This is an optimization exercise on Yosys and OpenROAD, whose aim is small area and a short achievable clock period, not a production implementation. In this exercise RTL edits were held to simulation tests only and were not proved equivalent to the original.

==> design/flow/design.v <==
module ooo_engine (
    input  logic         clk,
    input  logic         rst,
    input  logic [1:0]   tr_cnt,
    input  logic [3:0]   tr_op,
    input  logic [13:0]  tr_dst,
    input  logic [13:0]  tr_src1,
    input  logic [13:0]  tr_src2,
    output logic [1:0]   tr_pop,
    output logic [1:0]   rt_valid,
    output logic [31:0]  rt_seq,
    output logic [3:0]   rt_op,
    output logic [13:0]  rt_dst,
    output logic [13:0]  rt_src1,
    output logic [13:0]  rt_src2,
    output logic [287:0] rt_cyc,
    output logic [287:0] rt_dur,
    output logic         done,
    output logic [15:0]  cycles,
    output logic [15:0]  count
);
  localparam int RECW = 23;
  localparam int UW = 15;
  localparam int STW = 31;
  function automatic logic [2:0] latency(input logic [1:0] op);
    case (op)
      2'd0:    latency = 3'd1;
      2'd1:    latency = 3'd2;
      default: latency = 3'd5;
    endcase
  endfunction
  function automatic logic [16:0] radd(input logic [15:0] a, input logic [15:0] b, input logic ci);
    logic c;
    c = ci;
    for (int i = 0; i < 16; i++) begin
      radd[i] = a[i] ^ b[i] ^ c;
      c = (a[i] & b[i]) | (c & (a[i] ^ b[i]));
    end
    radd[16] = c;
  endfunction
  function automatic logic [7:0] add8(input logic [7:0] a, input logic [7:0] b);
    logic [16:0] t;
    t = radd({8'd0, a}, {8'd0, b}, 1'b0);
    add8 = t[7:0];
  endfunction
  function automatic logic [8:0] sub8(input logic [7:0] a, input logic [7:0] b);
    logic [16:0] t;
    t = radd({8'd0, a}, {8'd0, ~b}, 1'b1);
    sub8 = t[8:0];
  endfunction
  function automatic logic [1:0] take2(input logic [1:0] have, input logic [1:0] used);
    if (used[1] || have == 2'd0) take2 = 2'd0;
    else if (used[0] || have == 2'd1) take2 = 2'd1;
    else take2 = 2'd2;
  endfunction
  function automatic logic [1:0] sub2(input logic [1:0] a, input logic [1:0] b);
    case ({a, b})
      4'b01_01, 4'b10_10: sub2 = 2'd0;
      4'b10_01:           sub2 = 2'd1;
      default:            sub2 = a;
    endcase
  endfunction
  function automatic logic [1:0] add2(input logic [1:0] a, input logic [1:0] b);
    add2 = {a[1] | b[1] | (a[0] & b[0]), a[0] ^ b[0]};
  endfunction
  function automatic logic [3:0] hi16(input logic [15:0] v);
    logic [15:0] above, oh;
    above[15] = 1'b0;
    for (int i = 14; i >= 0; i--) above[i] = above[i+1] | v[i+1];
    oh = v & ~above;
    hi16 = 4'd0;
    for (int i = 0; i < 16; i++) if (oh[i]) hi16 = hi16 | 4'(i);
  endfunction
  logic [15:0] cycle, seq_next;
  logic        trace_done;
  logic [1:0]             de_cnt;
  logic [1:0][RECW-1:0]   de_rec;
  logic [1:0][4:0]        de_cfe;
  logic [1:0]             de_pr;
  logic [1:0]             rn_cnt;
  logic [1:0][RECW-1:0]   rn_rec;
  logic [1:0][4:0]        rn_cfe, rn_crn;
  logic [1:0]             rn_pr;
  logic [1:0]             rr_cnt;
  logic [1:0][UW-1:0]     rr_u;
  logic [1:0]             di_cnt;
  logic [1:0][UW-1:0]     di_u;
  logic [7:0]             iq_v;
  logic [7:0]             iq_t1v, iq_t2v;
  logic [7:0][3:0]        iq_t1, iq_t2, iq_dt;
  logic [7:0][7:0]        am;
  logic [2:0]             prev_slot;    
  logic [3:0]             head, tail;
  logic [4:0]             rob_cnt;
  logic [15:0]            rob_v, rob_rdy, rob_iss, rob_wb, rob_cmp;
  logic [15:0][RECW-1:0]  rob_rec;
  logic [15:0][STW-1:0]   rob_st;
  logic [1:0]             o_v;
  logic [1:0][RECW-1:0]   o_rec;
  logic [1:0][STW-1:0]    o_st;
  logic [7:0]  cyc0, cyc1;
  logic [16:0] cyc_inc;
  assign cyc_inc = radd(cycle, 16'd0, 1'b1);
  assign cyc0 = cycle[7:0];
  assign cyc1 = cyc_inc[7:0];
  logic [3:0]  head1;
  logic [15:0] hsel, h1sel;
  logic        r0, r1;
  logic [1:0]  nret;
  logic [15:0] ret_mask, v_ar;
  logic [7:0][RECW-1:0]   ev_rec, od_rec;
  logic [7:0][STW-1:0]    ev_st, od_st;
  logic [2:0]  ev_idx, od_idx;
  logic [7:0]  esel, osel;
  logic [RECW-1:0] ev_rrec, od_rrec;
  logic [STW-1:0]  ev_rst, od_rst;
  logic [1:0][RECW-1:0] l_rec;
  logic [1:0][STW-1:0]  l_st;
  assign head1 = head + 4'd1;
  always_comb begin
    for (int k = 0; k < 16; k++) hsel[k] = head == 4'(k);
    h1sel = {hsel[14:0], hsel[15]};
  end
  assign r0 = |(hsel & rob_v & rob_rdy);
  assign r1 = r0 & |(h1sel & rob_v & rob_rdy);
  assign nret = {r1, r0 & ~r1};
  assign ret_mask = ({16{r0}} & hsel) | ({16{r1}} & h1sel);
  assign v_ar = rob_v & ~ret_mask;
  assign ev_idx = head[0] ? head1[3:1] : head[3:1];
  assign od_idx = head[3:1];
  always_comb begin
    for (int k = 0; k < 8; k++) begin
      ev_rec[k] = rob_rec[2*k];   od_rec[k] = rob_rec[2*k+1];
      ev_st[k]  = rob_st[2*k];    od_st[k]  = rob_st[2*k+1];
      esel[k] = ev_idx == 3'(k);
      osel[k] = od_idx == 3'(k);
    end
    ev_rrec = '0; od_rrec = '0; ev_rst = '0; od_rst = '0;
    for (int j = 0; j < 8; j++) begin
      ev_rrec = ev_rrec | ({RECW{esel[j]}} & ev_rec[j]);
      od_rrec = od_rrec | ({RECW{osel[j]}} & od_rec[j]);
      ev_rst  = ev_rst  | ({STW{esel[j]}} & ev_st[j]);
      od_rst  = od_rst  | ({STW{osel[j]}} & od_st[j]);
    end
  end
  assign l_rec[0] = head[0] ? od_rrec : ev_rrec;
  assign l_rec[1] = head[0] ? ev_rrec : od_rrec;
  assign l_st[0]  = head[0] ? od_rst : ev_rst;
  assign l_st[1]  = head[0] ? ev_rst : od_rst;
  logic [15:0] rdy1, xclr;
  assign rdy1 = rob_rdy | rob_wb;
  assign xclr = rdy1 | rob_cmp;
  function automatic logic [UW-1:0] wake(input logic [UW-1:0] u, input logic [15:0] x);
    wake = u;
    if (x[u[12:9]]) wake[13] = 1'b0;
    if (x[u[7:4]])  wake[8]  = 1'b0;
  endfunction
  logic [1:0][UW-1:0] rr_w, di_w;
  always_comb begin
    for (int k = 0; k < 2; k++) begin
      rr_w[k] = wake(rr_u[k], xclr);
      di_w[k] = wake(di_u[k], xclr);
    end
  end
  logic [7:0] rdyq, win1, win2;
  logic [7:0][7:0] beats;
  logic       any1, any2;
  logic [3:0] gt1, gt2;
  logic [7:0] iq_v_ai;
  always_comb begin
    rdyq = iq_v & ~iq_t1v & ~iq_t2v;
    beats = '0;
    for (int i = 0; i < 8; i++)
      for (int j = i + 1; j < 8; j++) begin
        beats[i][j] = am[i][j];
        beats[j][i] = !am[i][j];
      end
    for (int i = 0; i < 8; i++) begin
      win1[i] = rdyq[i];
      for (int j = 0; j < 8; j++)
        if (j != i && rdyq[j] && !beats[i][j]) win1[i] = 1'b0;
    end
    for (int i = 0; i < 8; i++) begin
      win2[i] = rdyq[i] & ~win1[i];
      for (int j = 0; j < 8; j++)
        if (j != i && rdyq[j] && !win1[j] && !beats[i][j]) win2[i] = 1'b0;
    end
    any1 = |win1; any2 = |win2;
    gt1 = '0; gt2 = '0;
    for (int i = 0; i < 8; i++) begin
      if (win1[i]) gt1 = gt1 | iq_dt[i];
      if (win2[i]) gt2 = gt2 | iq_dt[i];
    end
    iq_v_ai = iq_v & ~win1 & ~win2;
  end
  logic       disp;
  logic [7:0] wq0, wq1;    
  logic [2:0] f0_idx, f1_idx;
  logic       fr1, fr2, rq1, rq2;
  logic seen0, seen1;
  always_comb begin
    fr1 = 1'b0; fr2 = 1'b0; rq1 = 1'b0; rq2 = 1'b0;
    for (int k = 0; k < 8; k++) begin
      fr2 = fr2 | (fr1 & ~iq_v[k]);
      fr1 = fr1 | ~iq_v[k];
      rq2 = rq2 | (rq1 & rdyq[k]);
      rq1 = rq1 | rdyq[k];
    end
    disp = fr2 | (fr1 & rq1) | rq2;
    wq0 = '0; wq1 = '0; seen0 = 1'b0; seen1 = 1'b0;
    for (int k = 0; k < 8; k++) begin
      if (!iq_v_ai[k]) begin
        if (!seen0) begin wq0[k] = 1'b1; seen0 = 1'b1; end
        else if (!seen1) begin wq1[k] = 1'b1; seen1 = 1'b1; end
      end
    end
    f0_idx = '0; f1_idx = '0;
    for (int k = 0; k < 8; k++) begin
      if (wq0[k]) f0_idx = f0_idx | 3'(k);
      if (wq1[k]) f1_idx = f1_idx | 3'(k);
    end
    if (!(disp && di_cnt != 2'd0)) wq0 = '0;
    if (!(disp && di_cnt == 2'd2)) wq1 = '0;
  end
  logic [1:0] d_left, mv, rr_left;
  assign d_left  = disp ? 2'd0 : di_cnt;
  assign mv      = take2(rr_cnt, d_left);
  assign rr_left = sub2(rr_cnt, mv);
  logic        freeok;
  logic [1:0]  nr;
  logic [3:0]  tail1;
  logic [15:0] lt_tail;
  logic [1:0][UW-1:0] ren_u;
  assign freeok = ~rob_cnt[4] & ~(rob_cnt[3:0] == 4'd15) | (rob_cnt[3:0] == 4'd15 & r0) |
                  (rob_cnt[4] & r1);
  assign nr = freeok ? take2(rn_cnt, rr_left) : 2'd0;
  assign tail1 = tail + 4'd1;
  always_comb for (int k = 0; k < 16; k++) lt_tail[k] = 4'(k) < tail;
  logic [1:0][1:0][6:0]  ls;
  logic [1:0][1:0][15:0] lm, lml;
  logic [1:0][1:0]       ltv;
  logic [1:0][1:0][3:0]  ltg;
  always_comb begin
    for (int i = 0; i < 2; i++) begin
      for (int q = 0; q < 2; q++) begin
        ls[i][q] = q == 0 ? rn_rec[i][13:7] : rn_rec[i][6:0];
        for (int k = 0; k < 16; k++) lm[i][q][k] = v_ar[k] && rob_rec[k][20:14] == ls[i][q];
        lml[i][q] = lm[i][q] & lt_tail;
        ltv[i][q] = (ls[i][q] != 7'd127) && (lm[i][q] != '0);
        ltg[i][q] = hi16((lml[i][q] != '0) ? lml[i][q] : lm[i][q]);
        if (i == 1 && ls[i][q] != 7'd127 && rn_rec[0][20:14] == ls[i][q]) begin
          ltv[i][q] = 1'b1; ltg[i][q] = tail;
        end
      end
      ren_u[i] = {rn_pr[i], ltv[i][0], ltg[i][0], ltv[i][1], ltg[i][1],
                  i == 0 ? tail : tail1};
    end
  end
  logic [1:0] rn_left, nd, de_left;
  assign rn_left = sub2(rn_cnt, nr);
  assign nd      = take2(de_cnt, rn_left);
  assign de_left = sub2(de_cnt, nd);
  logic take0, take1, td_set;
  logic [1:0] n_pop;
  always_comb begin
    take0 = 1'b0; take1 = 1'b0; td_set = 1'b0;
    if (!trace_done) begin
      if (de_left != 2'd2) begin
        if (tr_cnt == 2'd0) td_set = 1'b1;
        else begin
          take0 = 1'b1;
          if (de_left == 2'd0) begin
            if (tr_cnt == 2'd1) td_set = 1'b1;
            else take1 = 1'b1;
          end
        end
      end
    end
    n_pop = {take1, take0 & ~take1};
  end
  logic [1:0]  n_de_cnt, n_rn_cnt, n_rr_cnt;
  logic        n_trace_done, n_done;
  logic [4:0]  n_rob_cnt;
  logic [16:0] seq_inc;
  logic [15:0] alloc;
  assign n_de_cnt = add2(de_left, n_pop);
  assign n_rn_cnt = add2(rn_left, nd);
  assign n_rr_cnt = add2(rr_left, nr);
  assign n_rob_cnt = rob_cnt + {3'd0, nr} - {3'd0, nret};
  assign n_trace_done = trace_done | td_set;
  assign n_done = n_trace_done && n_de_cnt == 2'd0 && n_rn_cnt == 2'd0 && n_rob_cnt == 5'd0;
  assign seq_inc = radd(seq_next, {14'd0, n_pop}, 1'b0);
  always_comb
    for (int k = 0; k < 16; k++)
      alloc[k] = (nr != 2'd0 && tail == 4'(k)) || (nr == 2'd2 && tail1 == 4'(k));
  always_ff @(posedge clk) begin
    if (rst) begin
      cycle <= '0; seq_next <= '0; trace_done <= 1'b0; done <= 1'b0;
      de_cnt <= '0; rn_cnt <= '0; rr_cnt <= '0; di_cnt <= '0;
      iq_v <= '0; head <= '0; tail <= '0; rob_cnt <= '0; rob_v <= '0;
      o_v <= '0;
    end else if (!done) begin
      cycle <= cyc_inc[15:0];
      seq_next <= seq_inc[15:0];
      trace_done <= n_trace_done;
      done <= n_done;
      de_cnt <= n_de_cnt; rn_cnt <= n_rn_cnt; rr_cnt <= n_rr_cnt;
      di_cnt <= add2(d_left, mv);
      iq_v <= iq_v_ai | wq0 | wq1;
      head <= head + {2'd0, nret};
      tail <= tail + {2'd0, nr};
      rob_cnt <= n_rob_cnt;
      rob_v <= v_ar | alloc;
      o_v <= {r1, r0};
    end else begin
      o_v <= '0;
    end
  end
  always_ff @(posedge clk) begin
    o_rec <= l_rec;
    o_st  <= l_st;
  end
  always_ff @(posedge clk) begin
    if (nr == 2'd1) begin
      rn_rec[0] <= rn_rec[1]; rn_cfe[0] <= rn_cfe[1]; rn_crn[0] <= rn_crn[1]; rn_pr[0] <= rn_pr[1];
    end
    if (nd != 2'd0) begin
      if (rn_left == 2'd0) begin
        rn_rec[0] <= de_rec[0]; rn_cfe[0] <= de_cfe[0]; rn_crn[0] <= cyc1[4:0]; rn_pr[0] <= de_pr[0];
        if (nd == 2'd2) begin
          rn_rec[1] <= de_rec[1]; rn_cfe[1] <= de_cfe[1]; rn_crn[1] <= cyc1[4:0]; rn_pr[1] <= de_pr[1];
        end
      end else begin
        rn_rec[1] <= de_rec[0]; rn_cfe[1] <= de_cfe[0]; rn_crn[1] <= cyc1[4:0]; rn_pr[1] <= de_pr[0];
      end
    end
    if (nd == 2'd1) begin
      de_rec[0] <= de_rec[1]; de_cfe[0] <= de_cfe[1]; de_pr[0] <= de_pr[1];
    end
    if (take0) begin
      if (de_left == 2'd0) begin
        de_rec[0] <= {tr_op[1:0], tr_dst[6:0], tr_src1[6:0], tr_src2[6:0]};
        de_cfe[0] <= cyc0[4:0]; de_pr[0] <= 1'b0;
        de_rec[1] <= {tr_op[3:2], tr_dst[13:7], tr_src1[13:7], tr_src2[13:7]};
        de_cfe[1] <= cyc0[4:0]; de_pr[1] <= 1'b1;
      end else begin
        de_rec[1] <= {tr_op[1:0], tr_dst[6:0], tr_src1[6:0], tr_src2[6:0]};
        de_cfe[1] <= cyc0[4:0]; de_pr[1] <= 1'b0;
      end
    end
  end
  always_ff @(posedge clk) begin
    if (d_left == 2'd0) begin
      di_u[0] <= rr_w[0]; di_u[1] <= rr_w[1];
    end else begin
      di_u[0] <= di_w[0];
      di_u[1] <= (d_left == 2'd1) ? rr_w[0] : di_w[1];
    end
    if (rr_left == 2'd0) begin
      rr_u[0] <= ren_u[0]; rr_u[1] <= ren_u[1];
    end else if (rr_left == 2'd2) begin
      rr_u[0] <= rr_w[0]; rr_u[1] <= rr_w[1];
    end else begin
      rr_u[0] <= (mv == 2'd1) ? rr_w[1] : rr_w[0];
      rr_u[1] <= ren_u[0];
    end
  end
  logic [15:0] cmp_next, xnext;
  logic [7:0]  n_t1v, n_t2v;
  logic [7:0][3:0] n_t1, n_t2;
  assign xnext = xclr | cmp_next;
  always_comb begin
    for (int k = 0; k < 8; k++) begin
      if (wq0[k]) begin
        n_t1v[k] = di_w[0][13]; n_t1[k] = di_w[0][12:9]; n_t2v[k] = di_w[0][8]; n_t2[k] = di_w[0][7:4];
      end else if (wq1[k]) begin
        n_t1v[k] = di_w[1][13]; n_t1[k] = di_w[1][12:9]; n_t2v[k] = di_w[1][8]; n_t2[k] = di_w[1][7:4];
      end else begin
        n_t1v[k] = iq_t1v[k]; n_t1[k] = iq_t1[k]; n_t2v[k] = iq_t2v[k]; n_t2[k] = iq_t2[k];
      end
    end
  end
  always_ff @(posedge clk) begin
    for (int k = 0; k < 8; k++) begin
      iq_t1v[k] <= n_t1v[k] & ~xnext[n_t1[k]];
      iq_t2v[k] <= n_t2v[k] & ~xnext[n_t2[k]];
      iq_t1[k] <= n_t1[k];
      iq_t2[k] <= n_t2[k];
      if (wq0[k]) iq_dt[k] <= di_u[0][3:0];
      else if (wq1[k]) iq_dt[k] <= di_u[1][3:0];
    end
    for (int i = 0; i < 8; i++)
      for (int j = i + 1; j < 8; j++) begin
        if (wq0[j] || wq1[j]) am[i][j] <= 1'b1;
        else if (wq1[i]) am[i][j] <= 1'b0;
        else if (wq0[i]) am[i][j] <= di_u[0][14] && prev_slot == 3'(j);
      end
    if (wq1 != '0) prev_slot <= f1_idx;
    else if (wq0 != '0) prev_slot <= f0_idx;
  end
  logic [1:0][RECW-1:0] a_rec;      
  logic [1:0][4:0]      a_cfe, a_crn;
  logic [15:0]          we_di, we_is, we_ex;
  logic [2:0]           n1, n2, n5;
  logic [15:0][2:0]     ntg;
  assign n1 = cyc1[2:0];
  assign n2 = cycle[2:0];
  assign n5 = cycle[2:0] - 3'd3;
  always_comb begin
    a_rec[0] = tail[0] ? rn_rec[1] : rn_rec[0];
    a_rec[1] = tail[0] ? rn_rec[0] : rn_rec[1];
    a_cfe[0] = tail[0] ? rn_cfe[1] : rn_cfe[0];
    a_cfe[1] = tail[0] ? rn_cfe[0] : rn_cfe[1];
    a_crn[0] = tail[0] ? rn_crn[1] : rn_crn[0];
    a_crn[1] = tail[0] ? rn_crn[0] : rn_crn[1];
    for (int k = 0; k < 16; k++) begin
      we_di[k] = (mv != 2'd0 && rr_u[0][3:0] == 4'(k)) || (mv == 2'd2 && rr_u[1][3:0] == 4'(k));
      we_is[k] = (wq0 != '0 && di_u[0][3:0] == 4'(k)) || (wq1 != '0 && di_u[1][3:0] == 4'(k));
      we_ex[k] = (any1 && gt1 == 4'(k)) || (any2 && gt2 == 4'(k));
      if (rob_rec[k][22:21] == 2'd0)      ntg[k] = n1;
      else if (rob_rec[k][22:21] == 2'd1) ntg[k] = n2;
      else                                ntg[k] = n5;
      cmp_next[k] = ((rob_iss[k] & ~rob_cmp[k] & rob_st[k][27:25] == ntg[k]) |
                     (we_ex[k] & rob_rec[k][22:21] == 2'd0)) & ~alloc[k];
    end
  end
  always_ff @(posedge clk) begin
    for (int k = 0; k < 16; k++) begin
      if (alloc[k]) begin
        rob_rec[k] <= a_rec[k % 2];
        rob_st[k][4:0]   <= a_cfe[k % 2];
        rob_st[k][9:5]   <= a_crn[k % 2];
        rob_st[k][14:10] <= cyc1[4:0];
      end
      if (we_di[k]) rob_st[k][18:15] <= cyc1[3:0];
      if (we_is[k]) rob_st[k][24:19] <= cyc1[5:0];
      if (we_ex[k]) rob_st[k][30:25] <= cyc1[5:0];
      rob_rdy[k] <= rdy1[k] & ~alloc[k];
      rob_wb[k]  <= rob_cmp[k] & ~alloc[k];
      rob_iss[k] <= ((rob_iss[k] & ~rob_cmp[k]) | we_ex[k]) & ~alloc[k];
      rob_cmp[k] <= cmp_next[k];
    end
  end
  assign tr_pop   = (rst || done) ? 2'd0 : n_pop;
  assign cycles   = cycle;
  assign count    = seq_next;
  assign rt_valid = o_v;
  logic [4:0]  infl;
  logic [15:0] seq0;
  logic [16:0] seq0t, seq1t;
  assign infl = {3'd0, de_cnt} + {3'd0, rn_cnt} + rob_cnt + {4'd0, o_v[0]} + {4'd0, o_v[1]};
  assign seq0t = radd(seq_next, ~{11'd0, infl}, 1'b1);
  assign seq0 = seq0t[15:0];
  assign seq1t = radd(seq0, 16'd0, 1'b1);
  logic [7:0] chi, chm;
  assign chi = cycle[15:8];
  assign chm = 8'(sub8(cycle[15:8], 8'd1));
  logic [1:0][2:0] olat;
  logic [1:0][5:0] d_is;
  logic [1:0][3:0] d_di, d_rr;
  logic [1:0][4:0] d_rn, d_de1;
  logic [1:0][8:0][7:0] age;
  logic [1:0][8:0][8:0] sub;
  always_comb begin
    for (int r = 0; r < 2; r++) begin
      olat[r]   = latency(o_rec[r][22:21]);
      d_is[r]   = 6'(sub8({2'd0, o_st[r][30:25]}, {2'd0, o_st[r][24:19]}));
      d_di[r]   = 4'(sub8({4'd0, o_st[r][22:19]}, {4'd0, o_st[r][18:15]}));
      d_rr[r]   = 4'(sub8({4'd0, o_st[r][18:15]}, {4'd0, o_st[r][13:10]}));
      d_rn[r]   = 5'(sub8({3'd0, o_st[r][14:10]}, {3'd0, o_st[r][9:5]}));
      d_de1[r]  = 5'(sub8({3'd0, o_st[r][9:5]}, {3'd0, o_st[r][4:0]}));
      age[r][6] = {2'd0, 6'(sub8({2'd0, cycle[5:0]}, {2'd0, o_st[r][30:25]}))};
      age[r][7] = 8'(sub8(age[r][6], {5'd0, olat[r]}));
      age[r][8] = 8'(sub8(age[r][7], 8'd1));
      age[r][5] = add8(age[r][6], {2'd0, d_is[r]});
      age[r][4] = add8(age[r][5], {4'd0, d_di[r]});
      age[r][3] = add8(age[r][4], {4'd0, d_rr[r]});
      age[r][2] = add8(age[r][3], {3'd0, d_rn[r]});
      age[r][0] = add8(age[r][2], {3'd0, d_de1[r]});
      age[r][1] = 8'(sub8(age[r][0], 8'd1));
      for (int s = 0; s < 9; s++) begin
        sub[r][s] = sub8(cycle[7:0], age[r][s]);
        sub[r][s][8] = ~sub[r][s][8];
      end
    end
  end
  always_comb begin
    for (int r = 0; r < 2; r++) begin
      rt_seq[16*r +: 16] = (r == 0) ? seq0 : seq1t[15:0];
      rt_op[2*r +: 2]    = o_rec[r][22:21];
      rt_dst[7*r +: 7]   = o_rec[r][20:14];
      rt_src1[7*r +: 7]  = o_rec[r][13:7];
      rt_src2[7*r +: 7]  = o_rec[r][6:0];
      for (int s = 0; s < 9; s++)
        rt_cyc[144*r + 16*s +: 16] = {sub[r][s][8] ? chm : chi, sub[r][s][7:0]};
      rt_dur[144*r +   0 +: 16] = 16'd1;
      rt_dur[144*r +  16 +: 16] = {11'd0, 5'(sub8({3'd0, d_de1[r]}, 8'd1))};
      rt_dur[144*r +  32 +: 16] = {11'd0, d_rn[r]};
      rt_dur[144*r +  48 +: 16] = {12'd0, d_rr[r]};
      rt_dur[144*r +  64 +: 16] = {12'd0, d_di[r]};
      rt_dur[144*r +  80 +: 16] = {10'd0, d_is[r]};
      rt_dur[144*r +  96 +: 16] = {13'd0, olat[r]};
      rt_dur[144*r + 112 +: 16] = 16'd1;
      rt_dur[144*r + 128 +: 16] = {8'd0, age[r][8]};
    end
  end
endmodule
==> design/flow/run.sh <==
#!/bin/bash
# synth_recipe.tcl (not shown) runs the flow's synth.tcl, then flattens the netlist and writes it again
# the make line also repeats each setting of config.mk as NAME=value (left out here)
make -C /OpenROAD-flow-scripts/flow DESIGN_CONFIG=/design/flow/config.mk WORK_HOME=/design/flow/orfs CLKGATE_MAP_FILE= SYNTH_SCRIPT=/design/flow/synth_recipe.tcl finish
==> design/flow/config.mk <==
export PLATFORM = sky130hd
export DESIGN_NAME = ooo_engine
export DESIGN_NICKNAME = ooo_engine
export VERILOG_FILES = /design/flow/design.v
export SDC_FILE = /design/flow/constraint.sdc
export NUM_CORES = 8
export LEC_CHECK = 0
export CAP_MARGIN = 20
export CORE_MARGIN = 2
export CORE_UTILIZATION = 50
export CTS_BUF_LIST = sky130_fd_sc_hd__clkbuf_4 sky130_fd_sc_hd__clkbuf_8
export SLEW_MARGIN = 20
==> design/flow/constraint.sdc <==
create_clock -name core_clock -period 80.0 [get_ports {clk}]
set_input_delay 16.0000 -clock core_clock [delete_from_list [all_inputs] [get_ports {clk}]]
set_output_delay 16.0000 -clock core_clock [all_outputs]
set_load 0.01 [all_outputs]
==> out/qor.csv, run 1 <==
metric;value;unit
start_util;0.505;
start_kind;input port;
synth_area_leaders;edfxtp_1 36%, dfxtp_1 10%, fa_1 5.2%;
ys_types;132;
synthCells;7686;
finalNonFillerCells;10500;
final_nets;8505;
cts_tree;done;
drt_pass1_iterations;8;
die_h;412;microns
dp.cells;10000;
rsz0062_at_grt;no;
clkLatencyLatePin;1.01;ns
grt_pass1_vias;62500;
cp-end-kind;output pin;
synthSimpleGateAreaFrac;0.118;
muxShareOfSynthArea;0.0836;
mostFrequentLayoutCells;1013 x edfxtp_1, 588 x nand2_1, 531 x nor2_1;
root_buffer;clkbuf_8;
clk_pin_slew;0.06;ns
holdBufCountCts;0;
dieArea;170000;sq um
htreeDepth;4;
synthFlopType;edfxtp_1;
synth_area_leader_cell;edfxtp_1;
wl_per_cell;32.5;microns
drt_iter0_markers;7871;
antenna_left;0;
outcome;complete, no violations;
clk_path_buf_depth;3;
via_count;66100;
routed_wl;340000;microns
fin_util;0.578;
yosysWarnings;1;
synthToLayoutAreaGrowth;14.5;%
track_usage;0.391;
drive_gt1_frac;0.123;
cts.sinks;1445;
ys_seq_area_frac;0.468;
path_max_fanout;32;
vias_per_cell;6.31;
synth_compound_area_frac;0.119;
numPortBuffers;522;
cts_resized;0;
worstSetupPathType;input port to output pin;
dp_hpwl;242000;microns
grt_max_degree;86;
skew;0.0644;ns
cp.arrival;18.17;ns
min_path_type;flip-flop to flip-flop;
rows;149;
gp_congestion;1.04;
ios;741;
core-area;165000;sq um
hold_viol_final;0;
route.detailed.drc;0;
min_period;34.17;ns
die_x;412;microns
worst_hold_slack;0.469;ns
post_cts.repair.setup_buffers;0;
layout_commonest_cell;edfxtp_1;
setup_viol;0;
antenna_found_initial;25;
synth.top_cell.area_share;0.365;
drv_slew;0;
worst_slew_pin_slew;1.23;ns
finalCritPeriodShare;0.427;
netlist_area;83400;sq um
synthXorXnorAreaFrac;0.0648;
synth_top_family_by_area;compound AO/OA/AOI/OAI gates;
synthAdderAreaFrac;0.0802;
maxCapViolCount;0;
postSynthAreaPerCell;10.9;sq um
grt.overflow.total;0;
async_reset_ff_frac;0;
worstPathRequired;64.00;ns
numCtsBuffers;238;
setup_tns;0;ns
synth_edf_count;1013;
slew_headroom;0.171;
synth-seq-cells;1445;
max_freq;29.3;MHz
grt_pass1_wl;474000;microns
num-fill-cells;14100;
[cell type report]
class / instances / area [sq um] / share of cell area
Clock inverter: 94 / 808 / 0.00846
Timing Repair Buffer: 701 / 6580 / 0.0689
Antenna cell: 7 / 17.5 / 0.000183
Multi-Input combinational cell: 5263 / 40200 / 0.421
Clock buffer: 362 / 4520 / 0.0473
Tap cell: 2189 / 2740 / 0.0287
Inverter: 404 / 1520 / 0.0160
Sequential cell: 1445 / 39100 / 0.410
[state kept, by name, summed over array words and instances, names as in the netlist, 32 cells and up]
| register | flops |
|---|---|
| o_st | 62 |
| o_rec | 46 |
| de_rec | 46 |
| iq_dt | 32 |
| iq_t2 | 32 |
| iq_t1 | 32 |
| rob_rec | 368 |
| rob_st | 496 |
| rn_rec | 46 |
[metrics by stage]
stage / setup WS (ns) / instance area [sq um]
2_1_floorplan: 45.13 / 84200
3_3_place_gp: 45.83 / 90100
3_5_place_dp: 45.84 / 90100
4_1_cts: 45.81 / 95400
5_1_grt: 45.70 / 95500
6_report: 45.83 / 95500
[worst paths after layout]
kind / depth (start not counted) / startpoint / endpoint / slack, ns
hold reg to reg: 2 / rob_wb[1] / rob_rdy[1] / 0.47
hold / removal: 2 / rob_wb[1] / rob_rdy[1] / 0.47
setup reg to reg: 36 / head[0] / seq_next[15] / 70.38
setup / recovery: 7 / tr_cnt[1] / tr_pop[0] / 45.83
[cell families after synthesis]
| logic type | after synthesis |
|---|---|
| compound gates | 1394 |
| mux | 622 |
| flops | 1445 |
| xor+xnor | 617 |
| buf+inv | 1194 |
| fa+ha+maj | 407 |
| simple gates | 2005 |
| other cells | 2 |
[metal layers]
layer  global-route usage  up-vias  wire length (microns)
met4                0.262       28                  26100
met5                    0        -                    189
li1                     -    28200                      -
met3               0.0838      983                  31900
met2                0.601     3957                 152000
met1                0.497    32900                 130000
[critical path, cell delays in order]
cell	delay [ns]
clkdlybuf4s50_1	0.51
nor2_1	0.06
nor3_2	0.09
buf_4	0.43
and2_1	0.26
nor3b_1	0.23
clkdlybuf4s50_1	0.58
[cells in the mapped netlist, drive strengths merged, types with 60 or more instances]
| cell | n |
|---|---|
| o22ai | 60 |
| o21ai | 229 |
| nand4 | 125 |
| nor3 | 76 |
| xor2 | 247 |
| a222oi | 86 |
| a22o | 64 |
| nor4 | 90 |
| o211ai | 64 |
| nor2b | 73 |
| nor2 | 550 |
| a221oi | 69 |
| a211oi | 64 |
| mux2i | 392 |
| inv | 394 |
| a22oi | 135 |
| xnor2 | 370 |
| a21oi | 304 |
| edfxtp | 1013 |
| fa | 215 |
| ha | 187 |
| dfxtp | 432 |
| mux2 | 191 |
| nand2 | 592 |
| clkbuf | 398 |
| a31oi | 73 |
| nand3 | 174 |
| buf | 392 |
==> run 2: changes to the inputs <==
--- a/design/flow/config.mk
+++ b/design/flow/config.mk
@@ -9,4 +9,3 @@
 export CORE_MARGIN = 2
-export CORE_UTILIZATION = 50
-export CTS_BUF_LIST = sky130_fd_sc_hd__clkbuf_4 sky130_fd_sc_hd__clkbuf_8
+export CORE_UTILIZATION = 35
 export SLEW_MARGIN = 20
==> out/qor.csv, run 2 <==
metric;value;unit;change
grt.overflow.total;0;;unchanged
postSynthAreaPerCell;10.9;sq um;unchanged
cp-end-kind;output pin;;unchanged
rsz0062_at_grt;no;;unchanged
cp.arrival;18.53;ns;was 18.17 ns
skew;0.0565;ns;was 0.0644 ns
gp_congestion;1.01;;was 1.04
async_reset_ff_frac;0;;unchanged
worstPathRequired;64.00;ns;about the same
slowest_delay;0.64;ns;was 0.58 ns
die_x;492;microns;was 412 microns
dieArea;242000;sq um;was 170000 sq um
layout_commonest_cell;edfxtp_1;;unchanged
wl_per_cell;30.1;microns;was 32.5 microns
cts_tree;done;;unchanged
ios;741;;unchanged
start_kind;input port;;unchanged
htreeDepth;4;;unchanged
grt.busiest_layer;met2;;unchanged
dp_hpwl;241000;microns;was 242000 microns
finalNonFillerCells;11300;;was 10.5k
setup_tns;0;ns;unchanged
synthTopCellsByCount;1013 x edfxtp_1, 590 x nand2_1, 547 x nor2_1, 432 x dfxtp_1, 393 x clkbuf_1;;unchanged
cp_slowest_cell;clkdlybuf4s50_1;;unchanged
cp_cell_sequence;clkdlybuf4s50_1, nor2_1, nor3_2, buf_4, and2_1, nor3b_1, clkdlybuf4s50_1;;unchanged
drt_iter0_markers;8606;;was 7871
worst_slew_pin_slew;1.22;ns;was 1.23 ns
via_count;66100;;about the same
use_met3;0.0568;;was 0.0838
clkLatencyLatePin;0.83;ns;was 1.01 ns
root_buffer;clkbuf_16;;was clkbuf_8
track_usage;0.270;;was 0.391
holdBufCountCts;0;;unchanged
antenna_left;0;;unchanged
min_path_type;flip-flop to flip-flop;;unchanged
mostFrequentLayoutCells;1013 x edfxtp_1, 588 x nand2_1, 530 x nor2_1;;was 1013 x edfxtp_1, 588 x nand2_1, 531 x nor2_1
dp.cells;11000;;was 10.0k
maxCapViolCount;0;;unchanged
worst_hold_slack;0.471;ns;was 0.469 ns
routed_wl;340000;microns;about the same
netlist_area;83400;sq um;unchanged
clk_path_buf_depth;3;;unchanged
grt_use_met1;0.353;;was 0.497
synthCells;7686;;unchanged
fin_util;0.408;;was 0.578
route.detailed.drc;0;;unchanged
min_period;34.53;ns;was 34.17 ns
setup_slack;45.47;ns;was 45.83 ns
grt_pass1_vias;63100;;was 62.5k
numPortBuffers;522;;unchanged
synthToLayoutAreaGrowth;16.0;%;was 14.5%
core-area;237000;sq um;was 165000 sq um
die_h;492;microns;was 412 microns
clk_pin_slew;0.06;ns;about the same
cp_num_buf_inv;3;;unchanged
synth_edf_count;1013;;unchanged
antenna_found_initial;20;;was 25
largest_reg_flops;496;;unchanged
reg2reg_slack;70.59;ns;was 70.38 ns
drt_pass1_iterations;9;;was 8
yosysWarnings;1;;unchanged
outcome;complete, no violations;;unchanged
grt_max_degree;84;;was 86
largest-register;rob_st;;unchanged
synth_area_leader_cell;edfxtp_1;;unchanged
slew_headroom;0.177;;was 0.171
final_nets;8420;;was 8505
path_max_fanout;32;;unchanged
synthFlopType;edfxtp_1;;unchanged
start_util;0.351;;was 0.505
finalCritPeriodShare;0.432;;was 0.427
max_freq;29.0;MHz;was 29.3 MHz
grt_pass1_wl;475000;microns;was 474000 microns
synth.most_common_cell;edfxtp_1;;unchanged
met2_usage;0.416;;was 0.601
post_cts.repair.setup_buffers;0;;unchanged
vias_per_cell;5.85;;was 6.31
pre_cts_ws;45.56;ns;was 45.84 ns
synth_area_leaders;edfxtp_1 36%, dfxtp_1 10%, fa_1 5.2%;;unchanged
drive_gt1_frac;0.104;;was 0.123
ys_seq_area_frac;0.468;;unchanged
worstSetupPathType;input port to output pin;;unchanged
synth.top_cell.area_share;0.365;;unchanged
cts_resized;0;;unchanged
ys_types;132;;unchanged
synth-seq-cells;1445;;unchanged
numCtsBuffers;154;;was 238
hold_viol_final;0;;unchanged
cts.sinks;1445;;unchanged
drv_slew;0;;unchanged
top_regs;rob_st: 496 flops, rob_rec: 368 flops, o_st: 62 flops;;unchanged
stdcell_area;96800;sq um;was 95500 sq um
crit_family;buffers and inverters;;unchanged
crit_top_cell;clkdlybuf4s50_1;;unchanged
setup_viol;0;;unchanged
rows;179;;was 149
postPlaceCellArea;91300;sq um;was 90100 sq um
run 2: cell counts after synthesis:
Identical to the previous run, type by type.
run 2: cells by family (layout without fill, tap and decap cells):
group,Yosys count,after routing,share of synthesized area
xor gates and xnor gates,617,617,0.0648
adders and majority gates,407,407,0.0802
muxes,622,622,0.0836
and+or+nand+nor,2005,2005,0.118
DFF,1445,1445,0.468
other,2,238,0.0000900
AOI/OAI and AO/OA,1394,1394,0.119
buffers and inverters,1194,1393,0.0652
run 2: worst register-to-register path: cells and delay by family (launching register included):
kind	cells	cell delay, ns
compound gates	5	1.97
flops	1	0.68
fa+ha+maj	15	2.97
simple gates	9	1.77
buf+inv	5	1.73
xor+xnor	1	0.17
run 2: area by class of cell:
| type | count | area [sq um] |
|---|---|---|
| Fill cell | 22400 | 141000 |
| Multi-Input combinational cell | 5263 | 40200 |
| Sequential cell | 1445 | 39100 |
| Timing Repair Buffer | 700 | 6580 |
| Clock buffer | 198 | 4170 |
| Tap cell | 3167 | 3960 |
| Inverter | 404 | 1520 |
| Clock inverter | 91 | 1200 |
| Antenna cell | 20 | 50.0 |
run 2: path summary, 6_finish.rpt:
path                            startpoint            to  cells after the start
worst max-delay path             tr_cnt[1]     tr_pop[0]                      7
worst min-delay path            rob_wb[13]   rob_rdy[13]                      2
worst max register to register   iq_t1v[0]  seq_next[15]                     35
worst min register to register  rob_wb[13]   rob_rdy[13]                      2
run 2: per-layer routing:
layer | up-vias | share of wire
met5 | - | 0.00024
met4 | 12 | 0.060
met3 | 823 | 0.094
met2 | 4007 | 0.45
met1 | 33200 | 0.40
li1 | 28000 | -
==> run 3: changes to the inputs <==
==> design/flow/flow/run.sh (new file) <==
#!/bin/bash
# Standard ORFS layout (the standard.sh), with smaller, faster port
# buffers and a setup margin that makes repair_timing work on the
# input-to-output paths. make's full output goes to flow_make.log; each
# ORFS step also keeps its own log under orfs/logs.
set -euo pipefail
bash standard.sh finish \
  "BUFFER_PORTS_ARGS=-buffer_cell sky130_fd_sc_hd__buf_2" \
  SETUP_SLACK_MARGIN=47 > flow_make.log 2>&1
==> design/flow/standard.sh (new file) <==
#!/bin/bash
# synth_recipe.tcl (not shown) runs the flow's synth.tcl, then flattens the netlist and writes it again
# the make line also repeats each setting of config.mk as NAME=value (left out here)
make -C /OpenROAD-flow-scripts/flow DESIGN_CONFIG=/design/flow/config.mk WORK_HOME=/design/flow/orfs CLKGATE_MAP_FILE= SYNTH_SCRIPT=/design/flow/synth_recipe.tcl "${@:-finish}"
--- a/design/flow/config.mk
+++ b/design/flow/config.mk
@@ -9,3 +9,3 @@
 export CORE_MARGIN = 2
-export CORE_UTILIZATION = 35
+export CORE_UTILIZATION = 50
 export SLEW_MARGIN = 20
removed: design/flow/run.sh
==> out/qor.csv, run 3 <==
metric;value;unit;change
dieArea;170000;sq um;was 242000 sq um
root_buffer;clkbuf_16;;unchanged
num-fill-cells;14100;;was 22.4k
largest-register;rob_st;;unchanged
finalCritPeriodShare;0.410;;was 0.432
numCtsBuffers;159;;was 154
grt_pass1_wl;467000;microns;was 475000 microns
via_count;65900;;was 66.1k
wl_per_cell;32.6;microns;was 30.1 microns
setup_tns;0;ns;unchanged
drt_iter0_markers;8004;;was 8606
synth_edf_count;1013;;unchanged
synth_area_leader_cell;edfxtp_1;;unchanged
skew;0.0470;ns;was 0.0565 ns
cp_num_buf_inv;2;;was 3
top_regs;rob_st: 496 flops, rob_rec: 368 flops, o_st: 62 flops;;unchanged
outcome;complete, no violations;;unchanged
cp.arrival;16.83;ns;was 18.53 ns
fin_util;0.562;;was 0.408
worst_slew_pin_slew;1.22;ns;about the same
synth.most_common_cell;edfxtp_1;;unchanged
drt_pass1_iterations;9;;unchanged
synth.top_cell.area_share;0.365;;unchanged
cp_slowest_cell;and2_4;;was clkdlybuf4s50_1
pre_cts_ws;47.17;ns;was 45.56 ns
r2r-end;seq_next[15];;unchanged
die_h;412;microns;was 492 microns
crit_top_cell;buf_2;;was clkdlybuf4s50_1
antenna_found_initial;21;;was 20
cp-end-kind;output pin;;unchanged
grt_pass1_vias;62300;;was 63.1k
track_usage;0.386;;was 0.270
synthCells;7686;;unchanged
gp_congestion;1.02;;was 1.01
grt.overflow.total;0;;unchanged
clk_path_buf_depth;3;;unchanged
async_reset_ff_frac;0;;unchanged
max_freq;30.5;MHz;was 29.0 MHz
reg2reg_slack;70.39;ns;was 70.59 ns
worstSetupPathType;input port to output pin;;unchanged
ys_types;132;;unchanged
rsz0062_at_grt;no;;unchanged
synth_area_leaders;edfxtp_1 36%, dfxtp_1 10%, fa_1 5.2%;;unchanged
rows;149;;was 179
dp_hpwl;240000;microns;was 241000 microns
cp_cell_sequence;buf_2, nor2_4, nor3_4, and2_4, nor3b_4, buf_2;;was clkdlybuf4s50_1, nor2_1, nor3_2, buf_4, and2_1, nor3b_1, clkdlybuf4s50_1
crit_family;simple AND/OR/NAND/NOR gates;;was buffers and inverters
clk_pin_slew;0.06;ns;about the same
cts_resized;0;;unchanged
synthTopCellsByCount;1013 x edfxtp_1, 590 x nand2_1, 547 x nor2_1, 432 x dfxtp_1, 393 x clkbuf_1;;unchanged
largest_reg_flops;496;;unchanged
numPortBuffers;522;;unchanged
maxCapViolCount;0;;unchanged
start_kind;input port;;unchanged
yosysWarnings;1;;unchanged
ios;741;;unchanged
postSynthAreaPerCell;10.9;sq um;unchanged
core-area;165000;sq um;was 237000 sq um
clkLatencyLatePin;0.86;ns;was 0.83 ns
antenna_left;0;;unchanged
htreeDepth;4;;unchanged
slowest_delay;0.18;ns;was 0.64 ns
hold_path_end;rob_rdy[0];;was rob_rdy[13]
drv_slew;0;;unchanged
start_util;0.505;;was 0.351
ys_seq_area_frac;0.468;;unchanged
rr_worst_depth;36;;was 35
synth-seq-cells;1445;;unchanged
cts_tree;done;;unchanged
slew_headroom;0.181;;was 0.177
holdBufCountCts;0;;unchanged
route.detailed.drc;0;;unchanged
grt_max_degree;85;;was 84
min_period;32.83;ns;was 34.53 ns
die_x;412;microns;was 492 microns
synthFlopType;edfxtp_1;;unchanged
finalNonFillerCells;10300;;was 11.3k
worstPathRequired;64.00;ns;about the same
post_cts.repair.setup_buffers;0;;unchanged
hold_start;rob_wb[0];;was rob_wb[13]
reg2reg_from;head[0];;was iq_t1v[0]
dp.cells;10000;;was 11.0k
drive_gt1_frac;0.168;;was 0.104
layout_commonest_cell;edfxtp_1;;unchanged
netlist_area;83400;sq um;unchanged
vias_per_cell;6.39;;was 5.85
worst_hold_slack;0.436;ns;was 0.471 ns
cts.sinks;1445;;unchanged
setup_viol;0;;unchanged
mostFrequentLayoutCells;1013 x edfxtp_1, 588 x nand2_1, 530 x nor2_1;;unchanged
hold_viol_final;0;;unchanged
path_max_fanout;3;;was 32
routed_wl;337000;microns;was 340000 microns
setup_slack;47.17;ns;was 45.47 ns
final_nets;8427;;was 8420
synthToLayoutAreaGrowth;11.5;%;was 16.0%
min_path_type;flip-flop to flip-flop;;unchanged
hold_depth;2;;unchanged
## run 3: cell types whose count changed in the layout (fill, tap and decap cells not counted), moves of 6 or more
cell             before  now
clkbuf_1             30   42
clkinv_2             33   27
clkbuf_16           155  164
bufinv_16            17    9
diode_2              20   12
clkdlybuf4s50_1     521    0
clkbuf_8             13   20
buf_2                 0  521
## run 3: layout make-up
class	count	area, sq um	area share
Multi-Input combinational cell	5263	40200	0.433
Antenna cell	12	30.0	0.000323
Tap cell	2189	2740	0.0294
Clock buffer	226	4540	0.0488
Inverter	404	1520	0.0164
Clock inverter	73	851	0.00915
Sequential cell	1445	39100	0.421
Timing Repair Buffer	702	3980	0.0428
## run 3: cell families (layout without fill, tap and decap cells)
kind of cell	after synthesis	after routing	synth area share
simple gates	2005	2005	0.118
flops	1445	1445	0.468
compound gates	1394	1394	0.119
buf+inv	1194	1405	0.0652
mux	622	622	0.0836
xor+xnor	617	617	0.0648
fa+ha+maj	407	407	0.0802
other cells	2	230	0.0000900
## run 3: worst reg2reg max path: cells and delay by family (launching register included)
| kind | cells | cell delay (ns) |
|---|---|---|
| fa+ha+maj | 16 | 3.58 |
| buf+inv | 5 | 1.98 |
| compound gates | 5 | 1.59 |
| simple gates | 9 | 1.41 |
| flops | 1 | 0.75 |
| xor+xnor | 1 | 0.18 |
## run 3: metrics by stage
| step | area, sq um |
|---|---|
| after detailed placement | 87600 |
| after global placement | 87600 |
| after floorplan | 84300 |
| after CTS | 92900 |
| after global routing | 93000 |
| final | 93000 |
## run 3: worst max-delay path by stage
| stage | from | endpoint | slack (ns) | cells past startpoint |
|---|---|---|---|---|
| global route | tr_cnt[1] | tr_pop[0] | 47.11 | 6 |
| detailed placement | tr_cnt[1] | tr_pop[0] | 47.17 | 6 |
| CTS | tr_cnt[1] | tr_pop[0] | 47.15 | 6 |
| floorplan | tr_cnt[0] | tr_pop[0] | 46.66 | 4 |
| finish | tr_cnt[1] | tr_pop[0] | 47.17 | 6 |
| global placement | tr_cnt[1] | tr_pop[0] | 47.16 | 6 |
## run 3: per-layer routing
metal | vias to the layer above | GRT usage | share of wire
li1 | 28000 | - | -
met1 | 33000 | 0.490 | 0.38
met2 | 3900 | 0.595 | 0.45
met3 | 957 | 0.0824 | 0.093
met4 | 20 | 0.258 | 0.075
met5 | - | 0 | 0.00038
==> run 4: changes to the inputs <==
--- a/design/flow/design.v
+++ b/design/flow/design.v
@@ -443,3 +443,7 @@
   end
-  assign tr_pop   = (rst || done) ? 2'd0 : n_pop;
+  logic pop_ok1, pop_ok2;
+  assign pop_ok1 = ~done & ~trace_done & (de_left != 2'd2);
+  assign pop_ok2 = ~done & ~trace_done & (de_left == 2'd0);
+  assign tr_pop[1] = ~rst & pop_ok2 & tr_cnt[1];
+  assign tr_pop[0] = ~rst & pop_ok1 & (pop_ok2 ? (tr_cnt[0] & ~tr_cnt[1]) : (tr_cnt[0] | tr_cnt[1]));
   assign cycles   = cycle;
@@ -458,28 +462,44 @@
   logic [1:0][2:0] olat;
-  logic [1:0][5:0] d_is;
+  logic [1:0][5:0] d_is, a_ex, a_rt;
   logic [1:0][3:0] d_di, d_rr;
-  logic [1:0][4:0] d_rn, d_de1;
-  logic [1:0][8:0][7:0] age;
-  logic [1:0][8:0][8:0] sub;
+  logic [1:0][4:0] d_rn, d_de;
+  logic [1:0][8:0][7:0] lo;
+  logic [1:0][8:0]      bw;
+  logic [1:0][8:0]      t_ex, t_is, t_di, t_rr, t_rn, t_de, t_fe, t_wb, t_rt;
+  logic [1:0][16:0]     t_rtd, t_ded;
+  for (genvar r = 0; r < 2; r++) begin : g_lane
+    ooo_engine_rsub8 u_ex (.a(cycle[7:0]),   .b({2'd0, a_ex[r]}), .d(t_ex[r][7:0]), .nb(t_ex[r][8]));
+    ooo_engine_rsub8 u_is (.a(t_ex[r][7:0]), .b({2'd0, d_is[r]}), .d(t_is[r][7:0]), .nb(t_is[r][8]));
+    ooo_engine_rsub8 u_di (.a(t_is[r][7:0]), .b({4'd0, d_di[r]}), .d(t_di[r][7:0]), .nb(t_di[r][8]));
+    ooo_engine_rsub8 u_rr (.a(t_di[r][7:0]), .b({4'd0, d_rr[r]}), .d(t_rr[r][7:0]), .nb(t_rr[r][8]));
+    ooo_engine_rsub8 u_rn (.a(t_rr[r][7:0]), .b({3'd0, d_rn[r]}), .d(t_rn[r][7:0]), .nb(t_rn[r][8]));
+    ooo_engine_rsub8 u_de (.a(t_rn[r][7:0]), .b({3'd0, d_de[r]}), .d(t_de[r][7:0]), .nb(t_de[r][8]));
+    ooo_engine_rsub8 u_fe (.a(t_de[r][7:0]), .b(8'd1),            .d(t_fe[r][7:0]), .nb(t_fe[r][8]));
+    ooo_engine_rsub8 u_rt (.a(cycle[7:0]),   .b({2'd0, a_rt[r]}), .d(t_rt[r][7:0]), .nb(t_rt[r][8]));
+    ooo_engine_rsub8 u_wb (.a(t_rt[r][7:0]), .b(8'd1),            .d(t_wb[r][7:0]), .nb(t_wb[r][8]));
+  end
   always_comb begin
     for (int r = 0; r < 2; r++) begin
-      olat[r]   = latency(o_rec[r][22:21]);
-      d_is[r]   = 6'(sub8({2'd0, o_st[r][30:25]}, {2'd0, o_st[r][24:19]}));
-      d_di[r]   = 4'(sub8({4'd0, o_st[r][22:19]}, {4'd0, o_st[r][18:15]}));
-      d_rr[r]   = 4'(sub8({4'd0, o_st[r][18:15]}, {4'd0, o_st[r][13:10]}));
-      d_rn[r]   = 5'(sub8({3'd0, o_st[r][14:10]}, {3'd0, o_st[r][9:5]}));
-      d_de1[r]  = 5'(sub8({3'd0, o_st[r][9:5]}, {3'd0, o_st[r][4:0]}));
-      age[r][6] = {2'd0, 6'(sub8({2'd0, cycle[5:0]}, {2'd0, o_st[r][30:25]}))};
-      age[r][7] = 8'(sub8(age[r][6], {5'd0, olat[r]}));
-      age[r][8] = 8'(sub8(age[r][7], 8'd1));
-      age[r][5] = add8(age[r][6], {2'd0, d_is[r]});
-      age[r][4] = add8(age[r][5], {4'd0, d_di[r]});
-      age[r][3] = add8(age[r][4], {4'd0, d_rr[r]});
-      age[r][2] = add8(age[r][3], {3'd0, d_rn[r]});
-      age[r][0] = add8(age[r][2], {3'd0, d_de1[r]});
-      age[r][1] = 8'(sub8(age[r][0], 8'd1));
-      for (int s = 0; s < 9; s++) begin
-        sub[r][s] = sub8(cycle[7:0], age[r][s]);
-        sub[r][s][8] = ~sub[r][s][8];
-      end
+      olat[r]  = latency(o_rec[r][22:21]);
+      d_is[r]  = 6'(sub8({2'd0, o_st[r][30:25]}, {2'd0, o_st[r][24:19]}));
+      d_di[r]  = 4'(sub8({4'd0, o_st[r][22:19]}, {4'd0, o_st[r][18:15]}));
+      d_rr[r]  = 4'(sub8({4'd0, o_st[r][18:15]}, {4'd0, o_st[r][13:10]}));
+      d_rn[r]  = 5'(sub8({3'd0, o_st[r][14:10]}, {3'd0, o_st[r][9:5]}));
+      t_ded[r] = radd({11'd0, o_st[r][9:5]}, {11'd0, ~o_st[r][4:0]}, 1'b0);    
+      d_de[r]  = t_ded[r][4:0];
+      a_ex[r]  = 6'(sub8({2'd0, cycle[5:0]}, {2'd0, o_st[r][30:25]}));
+      t_rtd[r] = radd({10'd0, a_ex[r]}, {10'd0, ~{3'd0, olat[r]}}, 1'b0);       
+      a_rt[r]  = t_rtd[r][5:0];
+      lo[r][0] = t_fe[r][7:0]; lo[r][1] = t_de[r][7:0]; lo[r][2] = t_rn[r][7:0];
+      lo[r][3] = t_rr[r][7:0]; lo[r][4] = t_di[r][7:0]; lo[r][5] = t_is[r][7:0];
+      lo[r][6] = t_ex[r][7:0]; lo[r][7] = t_wb[r][7:0]; lo[r][8] = t_rt[r][7:0];
+      bw[r][8] = ~t_rt[r][8];
+      bw[r][7] = bw[r][8] | ~t_wb[r][8];
+      bw[r][6] = ~t_ex[r][8];
+      bw[r][5] = bw[r][6] | ~t_is[r][8];
+      bw[r][4] = bw[r][5] | ~t_di[r][8];
+      bw[r][3] = bw[r][4] | ~t_rr[r][8];
+      bw[r][2] = bw[r][3] | ~t_rn[r][8];
+      bw[r][1] = bw[r][2] | ~t_de[r][8];
+      bw[r][0] = bw[r][1] | ~t_fe[r][8];
     end
@@ -494,5 +514,5 @@
       for (int s = 0; s < 9; s++)
-        rt_cyc[144*r + 16*s +: 16] = {sub[r][s][8] ? chm : chi, sub[r][s][7:0]};
+        rt_cyc[144*r + 16*s +: 16] = {bw[r][s] ? chm : chi, lo[r][s]};
       rt_dur[144*r +   0 +: 16] = 16'd1;
-      rt_dur[144*r +  16 +: 16] = {11'd0, 5'(sub8({3'd0, d_de1[r]}, 8'd1))};
+      rt_dur[144*r +  16 +: 16] = {11'd0, d_de[r]};
       rt_dur[144*r +  32 +: 16] = {11'd0, d_rn[r]};
@@ -503,3 +523,3 @@
       rt_dur[144*r + 112 +: 16] = 16'd1;
-      rt_dur[144*r + 128 +: 16] = {8'd0, age[r][8]};
+      rt_dur[144*r + 128 +: 16] = {10'd0, a_rt[r]};
     end
@@ -507 +527,15 @@
 endmodule
+module ooo_engine_rsub8 (
+    input  logic [7:0] a,
+    input  logic [7:0] b,
+    output logic [7:0] d,
+    output logic       nb
+);
+  logic [8:0] c;
+  assign c[0] = 1'b1;
+  for (genvar i = 0; i < 8; i++) begin : g_bit
+    assign d[i]   = a[i] ^ ~b[i] ^ c[i];
+    assign c[i+1] = (a[i] & ~b[i]) | (c[i] & (a[i] ^ ~b[i]));
+  end
+  assign nb = c[8];
+endmodule
==> design/flow/flow/run.sh (replaced) <==
#!/bin/bash
# Standard ORFS layout (the standard.sh) with two changes: the port
# buffers are the smallest buffer, and repair_timing is asked for a setup
# margin that makes it work on the input-to-output paths. make's full output
# goes to flow_make.log here; each ORFS step also keeps its own log under
# orfs/logs.
set -euo pipefail
bash standard.sh finish \
  "BUFFER_PORTS_ARGS=-buffer_cell sky130_fd_sc_hd__buf_1" \
  SETUP_SLACK_MARGIN=48 > flow_make.log 2>&1
--- a/design/flow/config.mk
+++ b/design/flow/config.mk
@@ -10,2 +10,3 @@
 export CORE_UTILIZATION = 50
+export CTS_CLUSTER_SIZE = 25
 export SLEW_MARGIN = 20
==> out/qor.csv, run 4 <==
metric;value;unit;change
die_x;405;microns;was 412 microns
routed_wl;302000;microns;was 337000 microns
grt_pass1_wl;426000;microns;was 467000 microns
num-fill-cells;13900;;was 14.1k
core-area;160000;sq um;was 165000 sq um
r2r-end;seq_next[15];;unchanged
clk_path_buf_depth;3;;unchanged
setup_viol;0;;unchanged
ios;741;;unchanged
synth.top_cell.area_share;0.378;;was 0.365
dp.cells;9799;;was 10.0k
worstPathRequired;64.00;ns;about the same
setup_slack;47.19;ns;was 47.17 ns
via_count;63100;;was 65.9k
ys_types;114;;was 132
cp.arrival;16.81;ns;was 16.83 ns
grt_max_degree;97;;was 85
finalCritPeriodShare;0.410;;about the same
synth-seq-cells;1445;;unchanged
worstSetupPathType;input port to output pin;;unchanged
start_util;0.502;;was 0.505
stdcell_area;89500;sq um;was 93000 sq um
postPlaceCellArea;83700;sq um;was 87600 sq um
mostFrequentLayoutCells;1013 x edfxtp_1, 567 x nand2_1, 523 x nor2_1;;was 1013 x edfxtp_1, 588 x nand2_1, 530 x nor2_1
drv_slew;0;;unchanged
outcome;complete, no violations;;unchanged
clk_pin_slew;0.06;ns;about the same
dp_hpwl;209000;microns;was 240000 microns
endpoint;tr_pop[0];;unchanged
fin_util;0.559;;was 0.562
drt_pass1_iterations;6;;was 9
slew_headroom;0.151;;was 0.181
vias_per_cell;6.24;;was 6.39
synth_area_leader_cell;edfxtp_1;;unchanged
worst_hold_slack;0.415;ns;was 0.436 ns
synthToLayoutAreaGrowth;11.3;%;was 11.5%
route.detailed.drc;0;;unchanged
track_usage;0.359;;was 0.386
cp-end-kind;output pin;;unchanged
reg2reg_slack;69.97;ns;was 70.39 ns
crit_start;tr_cnt[0];;was tr_cnt[1]
synth_area_leaders;edfxtp_1 38%, dfxtp_1 11%, xnor2_1 3.9%;;was edfxtp_1 36%, dfxtp_1 10%, fa_1 5.2%
skew;0.0808;ns;was 0.0470 ns
drt_iter0_markers;7435;;was 8004
path_max_fanout;2;;was 3
synth.most_common_cell;edfxtp_1;;unchanged
htreeDepth;4;;unchanged
start_kind;input port;;unchanged
antenna_left;0;;unchanged
drive_gt1_frac;0.101;;was 0.168
synthTopCellsByCount;1013 x edfxtp_1, 569 x nand2_1, 545 x nor2_1, 432 x dfxtp_1, 424 x inv_1;;was 1013 x edfxtp_1, 590 x nand2_1, 547 x nor2_1, 432 x dfxtp_1, 393 x clkbuf_1
layout_commonest_cell;edfxtp_1;;unchanged
reg2reg_from;head[1];;was head[0]
rows;147;;was 149
setup_tns;0;ns;unchanged
grt_pass1_vias;59400;;was 62.3k
antenna_found_initial;10;;was 21
cts_tree;done;;unchanged
cts.sinks;1445;;unchanged
min_period;32.81;ns;was 32.83 ns
largest_reg_flops;496;;unchanged
finalNonFillerCells;10100;;was 10.3k
grt.overflow.total;0;;unchanged
dieArea;164000;sq um;was 170000 sq um
synthFlopType;edfxtp_1;;unchanged
rr_worst_depth;38;;was 36
clkLatencyLatePin;0.86;ns;about the same
max_freq;30.5;MHz;about the same
ys_seq_area_frac;0.486;;was 0.468
netlist_area;80400;sq um;was 83400 sq um
pre_cts_ws;46.27;ns;was 47.17 ns
synth_edf_count;1013;;unchanged
hold_viol_final;0;;unchanged
numCtsBuffers;157;;was 159
die_h;405;microns;was 412 microns
final_nets;8157;;was 8427
async_reset_ff_frac;0;;unchanged
root_buffer;clkbuf_16;;unchanged
largest-register;rob_st;;unchanged
worst_slew_pin_slew;1.26;ns;was 1.22 ns
min_path_type;flip-flop to flip-flop;;unchanged
numPortBuffers;518;;was 522
synthCells;7533;;was 7686
yosysWarnings;1;;unchanged
gp_congestion;1.02;;about the same
postSynthAreaPerCell;10.7;sq um;was 10.9 sq um
rsz0062_at_grt;yes;;was no
top_regs;rob_st: 496 flops, rob_rec: 368 flops, o_st: 62 flops;;unchanged
wl_per_cell;29.9;microns;was 32.6 microns
maxCapViolCount;0;;unchanged
holdBufCountCts;0;;unchanged
## run 4: timing repair
action	4_1_cts	5_1_grt
buffers inserted	4	1
resized for setup	24	1
pin swaps	3	3
endpoints found under the setup margin	2	2
cloned	4	1
## run 4: kinds of logic after synthesis
| group | share of synthesized area |
|---|---|
| AO/OA/AOI/OAI | 0.128 |
| XOR/XNOR | 0.0668 |
| adder cells (fa/ha/maj) | 0.0575 |
| buffers and inverters | 0.0691 |
| flip-flops | 0.486 |
| multiplexers | 0.0740 |
| other | 0.0000934 |
| AND/OR/NAND/NOR | 0.118 |
## run 4: worst min-delay path by stage
stage                     slack [ns]  depth (start not counted)     start  endpoint
after floorplan                 0.40                          0  rr_u[14]  di_u[14]
after global placement          0.43                          0  rr_u[14]  di_u[14]
after detailed placement        0.43                          0  rr_u[14]  di_u[14]
after CTS                       0.41                          0  rr_u[14]  di_u[14]
after global routing            0.41                          0  rr_u[14]  di_u[14]
final                           0.42                          0  rr_u[14]  di_u[14]
## run 4: layout make-up
type / instances / area [sq um] / share of cell area
multi-input combinational: 5070 / 37100 / 0.414
sequential: 1445 / 39100 / 0.437
antenna: 3 / 7.51 / 0.0000839
clock buffer: 214 / 4380 / 0.0489
inverter: 429 / 1610 / 0.0180
tap: 2160 / 2700 / 0.0302
timing repair buffer: 706 / 3530 / 0.0395
clock inverter: 81 / 1130 / 0.0126
## run 4: critical path: stages
cell and delay (ns):
buf_8 0.08, nor2_4 0.04, nor3_4 0.16, buf_12 0.13
and2_4 0.14, and3_4 0.17, buf_6 0.09
## run 4: per-layer routing
| layer | GRT usage | vias up | part of all wire |
|---|---|---|---|
| li1 | - | 27400 | - |
| met1 | 0.472 | 31300 | 0.39 |
| met2 | 0.569 | 3556 | 0.46 |
| met3 | 0.0660 | 790 | 0.091 |
| met4 | 0.183 | 4 | 0.058 |
| met5 | 0 | - | 0.000070 |
==> run 5: changes to the inputs <==
--- a/design/flow/config.mk
+++ b/design/flow/config.mk
@@ -10,3 +10,2 @@
 export CORE_UTILIZATION = 50
-export CTS_CLUSTER_SIZE = 25
 export SLEW_MARGIN = 20
==> out/qor.csv, run 5 <==
metric;value;unit;change
dp_hpwl;209000;microns;unchanged
netlist_area;80400;sq um;unchanged
cp-end-kind;output pin;;unchanged
synth-seq-cells;1445;;unchanged
postSynthAreaPerCell;10.7;sq um;unchanged
yosysWarnings;1;;unchanged
synth_area_leaders;edfxtp_1 38%, dfxtp_1 11%, xnor2_1 3.9%;;unchanged
clkLatencyLatePin;0.86;ns;about the same
rows;147;;unchanged
reg2reg_from;head[1];;unchanged
ios;741;;unchanged
top_regs;rob_st: 496 flops, rob_rec: 368 flops, o_st: 62 flops;;unchanged
cp_num_cells;7;;unchanged
synthCells;7533;;unchanged
setup_slack;47.19;ns;unchanged
worstSetupPathType;input port to output pin;;unchanged
root_buffer;clkbuf_16;;unchanged
setup_viol;0;;unchanged
synth_area_leader_cell;edfxtp_1;;unchanged
finalCritPeriodShare;0.410;;unchanged
grt_pass1_wl;426000;microns;unchanged
grt_max_degree;97;;unchanged
largest-register;rob_st;;unchanged
worstPathRequired;64.00;ns;about the same
numPortBuffers;518;;unchanged
final_nets;8157;;unchanged
grt.overflow.total;0;;unchanged
outcome;complete, no violations;;unchanged
min_period;32.81;ns;unchanged
antenna_left;0;;unchanged
track_usage;0.359;;unchanged
hold_path_end;di_u[14];;unchanged
cts_tree;done;;unchanged
start_kind;input port;;unchanged
numCtsBuffers;157;;unchanged
cp.arrival;16.81;ns;about the same
die_h;405;microns;unchanged
slowest_delay;0.17;ns;about the same
synth.most_common_cell;edfxtp_1;;unchanged
hold_start;rr_u[14];;unchanged
reg2reg_slack;69.97;ns;about the same
async_reset_ff_frac;0;;unchanged
clk_pin_slew;0.06;ns;about the same
drive_gt1_frac;0.101;;unchanged
cp_cell_sequence;buf_8, nor2_4, nor3_4, buf_12, and2_4, and3_4, buf_6;;unchanged
hold_depth;0;;unchanged
synthToLayoutAreaGrowth;11.3;%;unchanged
min_path_type;flip-flop to flip-flop;;unchanged
gp_congestion;1.02;;unchanged
die_x;405;microns;unchanged
wl_per_cell;29.9;microns;unchanged
postPlaceCellArea;83700;sq um;unchanged
ys_seq_area_frac;0.486;;unchanged
stdcell_area;89500;sq um;unchanged
largest_reg_flops;496;;unchanged
drv_slew;0;;unchanged
pre_cts_ws;46.27;ns;unchanged
slew_headroom;0.151;;unchanged
synth.top_cell.area_share;0.378;;unchanged
antenna_found_initial;10;;unchanged
cts.sinks;1445;;unchanged
clk_path_buf_depth;3;;unchanged
mostFrequentLayoutCells;1013 x edfxtp_1, 567 x nand2_1, 523 x nor2_1;;unchanged
r2r-end;seq_next[15];;unchanged
holdBufCountCts;0;;unchanged
worst_slew_pin_slew;1.26;ns;unchanged
layout_commonest_cell;edfxtp_1;;unchanged
-- run 5: cell counts after synthesis --
No cell type changed its count.
-- run 5: logic make-up (layout without fill, tap and decap cells) --
family          Yosys count  count (layout)  synth area share
simple gates           1949            1949             0.118
other cells               2             225         0.0000934
buf+inv                1238            1430            0.0691
compound gates         1485            1485             0.128
mux                     500             500            0.0740
fa+ha+maj               301             301            0.0575
xor+xnor                613             613            0.0668
flops                  1445            1445             0.486
-- run 5: area by class of cell --
cell class | instances | area [sq um]
antenna | 3 | 7.51
clock buffer | 214 | 4380
clock inverter | 81 | 1130
fill | 13900 | 70700
inverter | 429 | 1610
multi-input combinational | 5070 | 37100
sequential | 1445 | 39100
tap | 2160 | 2700
timing repair buffer | 706 | 3530
-- run 5: timing repair --
item / 4_1_cts / 5_1_grt
pin swaps: 3 / 3
setup buffers: 4 / 1
gates resized for setup: 24 / 1
endpoints found under the setup margin: 2 / 2
gates cloned: 4 / 1
-- run 5: worst max-delay path by stage --
stage,start,end,slack [ns]
3_3_place_gp,rst,tr_pop[0],46.32
3_5_place_dp,rst,tr_pop[0],46.27
5_1_grt,tr_cnt[1],tr_pop[0],47.16
4_1_cts,tr_cnt[1],tr_pop[0],47.13
6_report,tr_cnt[0],tr_pop[0],47.19
2_1_floorplan,tr_cnt[0],tr_pop[0],46.69
-- run 5: routing by layer --
| metal | vias up | global-route usage | wire, microns |
|---|---|---|---|
| li1 | 27400 | - | - |
| met1 | 31300 | 0.472 | 119000 |
| met2 | 3556 | 0.569 | 138000 |
| met3 | 790 | 0.0660 | 27400 |
| met4 | 4 | 0.183 | 17500 |
| met5 | - | 0 | 21 |
-- run 5: metrics by stage --
| stage | instances | util | hold WS, ns |
|---|---|---|---|
| floorplan | 7753 | - | 0.400 |
| global placement | 9798 | 0.522 | 0.430 |
| detailed placement | 9799 | 0.523 | 0.431 |
| CTS | 10100 | 0.558 | 0.405 |
| global route | 10100 | 0.559 | 0.411 |
| finish | 10100 | 0.559 | 0.415 |

[separate check: timing with driven ports]
The results above use ideal ports. As a check the final layouts listed here were re-extracted and re-timed, cells and wires unchanged.
Step 1 assumes that a clkbuf_16 drives the clock port and a buf_2 every other input.
Step 2 times the ports against the registers' clock, not the clock port: input delays grow and output delays shrink by t, the midpoint of the rising clock arrivals with the driver on.
a / b / c = no drivers / after step 1 / after step 2; a / b = the first two.
run | shift t [ns] | setup WS [ns] | worst hold slack (ns)
run 1 | 1.067 | 45.825 / 45.800 / 45.800 | 0.469 / 0.469 / 0.469
run 2 | 0.898 | 45.465 / 45.441 / 45.441 | 0.471 / 0.471 / 0.471
run 3 | 0.923 | 47.169 / 47.142 / 47.142 | 0.436 / 0.436 / 0.436
run 4 | 0.900 | 47.189 / 47.000 / 47.000 | 0.415 / 0.415 / 0.415
run 5 | 0.900 | 47.189 / 47.000 / 47.000 | 0.415 / 0.415 / 0.415
After both steps setup and hold are still met in every run listed.
